From an optimization exercise on the open Yosys and OpenROAD flow, aimed at small area, a short achievable clock period and few clock cycles per item; shortcuts taken in it are not production practice.
Only simulation tests tie the RTL to the original design; equivalence was not proved.

Design tone_biquad, start of the top module:
module tone_biquad (
    input  wire         clk,
    input  wire         rst,
    input  wire         cmd_valid,
    output wire         cmd_ready,
    input  wire [1:0]   cmd_op,
    input  wire [159:0] cmd_data,
    output wire         y_valid,
    input  wire         y_ready,
    output wire [31:0]  y
);
For scale: roughly 8,100 cells after synthesis, about 200 I/O pins.
clock: 17.5 ns
lec_check: 0
abc_area: 1
cap_margin: 20
core_margin: 2
core_utilization: 40
slew_margin: 20
standard.sh (not shown) runs the stock make flow with config.mk's settings and CLKGATE_MAP_FILE= SYNTH_SCRIPT=/design/flow/synth_recipe.tcl, a recipe that flattens the netlist after the stock synthesis.
==> flow/flow/run.sh <==
#!/bin/bash
# Standard layout, with timing repair aiming at 10 ns of setup slack
# (a shorter achieved period) instead of 0. Constraints are unchanged.
set -euo pipefail
export SETUP_SLACK_MARGIN=10
bash standard.sh > standard.log 2>&1
The starting point completed with no timing, DRC or antenna violations.
Testbench counts at the start, summed over its fixed seeds: cycles 14,544, items 2,048.
Rerun with:
==> flow/flow/run.sh (replaced) <==
#!/bin/bash
# Standard layout, with timing repair aiming at 11 ns of setup slack
# (a shorter achieved period) instead of 0. Constraints are unchanged.
set -euo pipefail
export SETUP_SLACK_MARGIN=11
bash standard.sh > standard.log 2>&1
Settings changed: PLACE_DENSITY set to 0.7.
Outcome:
- The changed run completed with no timing, DRC or antenna violations
- non-clock buffer count came out higher by 136
- first-iteration DRC count grows by 5.4%
- design area climbs by 4.0%
- setup slack is better by 0.89 ns
- global-route usage grows by 0.35 points
- via count came out higher by 3.4%
- routed wire length rises by 2.4%
- die area is unchanged
Rerun with:
Settings changed: PLACE_DENSITY 0.7 to unset.
Sequential cell count stays the same. Die area does not change. Clock-buffer cell count drops by 7. Hold slack stays flat. Design area stays flat.


## oak
Another version of the RTL of tone_biquad (not shown whole).
Size: about 8,400 cells after synthesis, ~200 I/O pins, ~0.063 mm^2 of cells after synthesis.
clock: 17.5 ns
lec_check: 0
abc_area: 1
cap_margin: 20
core_margin: 2
core_utilization: 40
slew_margin: 20
==> flow/flow/run.sh <==
#!/bin/bash
# Standard layout, with timing repair aiming at 11 ns of setup slack
# (a shorter achieved period) instead of 0. Constraints are unchanged.
set -euo pipefail
export SETUP_SLACK_MARGIN=11
bash standard.sh > standard.log 2>&1
oak finished every step from synthesis to the final layout, and the layout passed the timing, design-rule and antenna checks.
Testbench counts of oak, summed over its fixed seeds: cycles 14,544, items 2,048.
For pine, these inputs were changed with respect to oak:
# oak
export LEC_CHECK = 0
export ABC_AREA = 1
export CAP_MARGIN = 20
export CORE_MARGIN = 2
export CORE_UTILIZATION = 40
export SLEW_MARGIN = 20
create_clock -name core_clock -period 17.5 [get_ports {clk}]
# pine
export LEC_CHECK = 0
export ABC_AREA = 1
export CAP_MARGIN = 20
export CORE_MARGIN = 2
export CORE_UTILIZATION = 55
export SLEW_MARGIN = 20
create_clock -name core_clock -period 17.5 [get_ports {clk}]
Findings:
Changes observed in pine relative to oak: critical path depth now larger; routed wire length now smaller.
Of oak and pine, the run reporting the higher number of antenna violations at the first check in global routing was pine.
Re met3 routing resource usage after global routing: oak and pine aren't equal, and the lower value belongs to oak.


Another version of the RTL of tone_biquad (not shown whole).
Size: ~730 flip-flops, roughly 200 I/O pins, about 0.065 sq mm of cells after synthesis.
==> flow/config.mk <==
export PLATFORM = sky130hd
export DESIGN_NAME = tone_biquad
export DESIGN_NICKNAME = tone_biquad
export VERILOG_FILES = /design/flow/design.v
export SDC_FILE = /design/flow/constraint.sdc
export NUM_CORES = 4
export LEC_CHECK = 0
export CAP_MARGIN = 20
export CORE_MARGIN = 2
export CORE_UTILIZATION = 40
export SLEW_MARGIN = 20
==> flow/constraint.sdc <==
create_clock -name core_clock -period 17.5 [get_ports {clk}]
set_input_delay 3.5000 -clock core_clock [delete_from_list [all_inputs] [get_ports {clk}]]
set_output_delay 3.5000 -clock core_clock [all_outputs]
set_load 0.01 [all_outputs]
==> flow/flow/run.sh <==
#!/bin/bash
# Standard layout, with timing repair aiming at 7 ns of setup slack
# (a shorter achieved period) instead of 0. Constraints are unchanged.
set -euo pipefail
export SETUP_SLACK_MARGIN=7
bash standard.sh > standard.log 2>&1
The baseline went through all stages and came out clean.
Testbench counts at the start, summed over its fixed seeds: cycles 14,544, items 2,048.
Next try:
==> flow/flow/run.sh (replaced) <==
#!/bin/bash
# Standard layout, with timing repair aiming at 11 ns of setup slack
# (a shorter achieved period) instead of 0. Constraints are unchanged.
set -euo pipefail
export SETUP_SLACK_MARGIN=11
bash standard.sh > standard.log 2>&1
What happened: Core utilization rose by 4.8 points; synthesized cell count is unchanged; final area rises by 11%; clock skew increases by 0.0034 ns; sequential share of layout area shrinks by 2.4 points; routed wire length rose by 4.3%; die area is unchanged; cell count goes up by 4.4%; register-to-register slack is better by 1.8 ns.
Next try:
==> flow/run.sh (new file) <==
#!/bin/bash
# synth_recipe.tcl (not shown) runs the flow's synth.tcl, then flattens the netlist and writes it again
# the make line also repeats each setting of config.mk as NAME=value (left out here)
make -C /OpenROAD-flow-scripts/flow DESIGN_CONFIG=/design/flow/config.mk WORK_HOME=/design/flow/orfs CLKGATE_MAP_FILE= SYNTH_SCRIPT=/design/flow/synth_recipe.tcl finish
removed: flow/flow/run.sh
removed: flow/standard.sh
What happened: The changed run produced a clean layout. Critical path depth came out lower by 8. Wire length came out lower by 4.2%.


RTL: one of the versions met above, not the one the previous note started from.
For scale: about 8100 cells after synthesis, roughly 730 flip-flops, roughly 200 I/O pins, about 59000 um^2 of cells after synthesis.
clock: 17.5 ns
lec_check: 0
abc_area: 1
cap_margin: 10
core_margin: 2
core_utilization: 40
slew_margin: 10
==> flow/flow/run.sh <==
#!/bin/bash
# Standard layout, with timing repair aiming at 11 ns of setup slack
# (a shorter achieved period) instead of 0. Constraints are unchanged.
set -euo pipefail
export SETUP_SLACK_MARGIN=11
bash standard.sh > standard.log 2>&1
The first run completed without violations.
Testbench counts at the start, summed over its fixed seeds: cycles 14,544, items 2,048.
==> next run, changes <==
Settings changed: CAP_MARGIN 10 to 20, PLACE_DENSITY set to 0.8, SLEW_MARGIN 10 to 20.
Hold slack gains 0.019 ns.
Via count came out higher by 2.5%.
Final area barely changes.
Global-route usage came out lower by 1.4 points.
Routed wire length came out lower by 3.5%.
Clock-buffer cell count came out higher by 2.
Setup slack loses 0.066 ns.
Flip-flop and latch count stays the same.
Fmax came out lower by 1.0%.
==> next run, changes <==
Settings changed: CAP_MARGIN 20 to 10, PLACE_DENSITY 0.8 to 0.7, SLEW_MARGIN 20 to 10.
Result:
- routed wire length goes up by a few percent
- final cell count barely changes
- register-to-register slack loses 0.02 ns
- die area stays the same
- design area stays flat
- worst hold slack barely changes
- sequential share of layout area stays flat
- synthesized area does not change
- fmax hardly moves

port drivers added, routing unchanged:
No port has a modelled driver above. Below, the same layouts with a new extraction and two added sets of constraints.
Step 1: set_driving_cell puts a clkbuf_16 on clk and a buf_2 on each other input, an assumption about the parent block.
Step 2 times the ports against the registers' clock, not the clock port: input delays grow and output delays shrink by t, the midpoint of the rising clock arrivals with the driver on.
Slacks: ideal / step 1 / step 2; pairs: ideal / step 1.
run | t (ns) | slack for setup (ns) | pins driven straight from the clock port
the first run of note 1 | 0.779 | 10.240 / 10.240 / 10.124 | 1
the second run of note 1 | 0.773 | 11.133 / 11.133 / 10.558 | 1
the third run of note 1 | 0.772 | 11.075 / 11.075 / 10.533 | 1
oak | 0.796 | 11.050 / 11.050 / 10.513 | 1
pine | 0.761 | 10.838 / 10.838 / 10.505 | 1
the first run of note 3 | 0.782 | 7.567 / 7.567 / 7.567 | 1
the second run of note 3 | 0.763 | 9.349 / 9.349 / 9.349 | 1
the third run of note 3 | 0.776 | 6.029 / 6.029 / 6.029 | 1
the first run of note 4 | 0.773 | 11.131 / 11.131 / 10.574 | 1
the second run of note 4 | 0.758 | 11.064 / 11.101 / 10.357 | 1
the third run of note 4 | 0.758 | 11.081 / 11.081 / 10.547 | 1
After both steps every run listed still meets setup and hold. For the second run of note 4, which loses most, drivers alone change the setup slack by +0.037 ns; drivers and shift together by -0.707 ns.
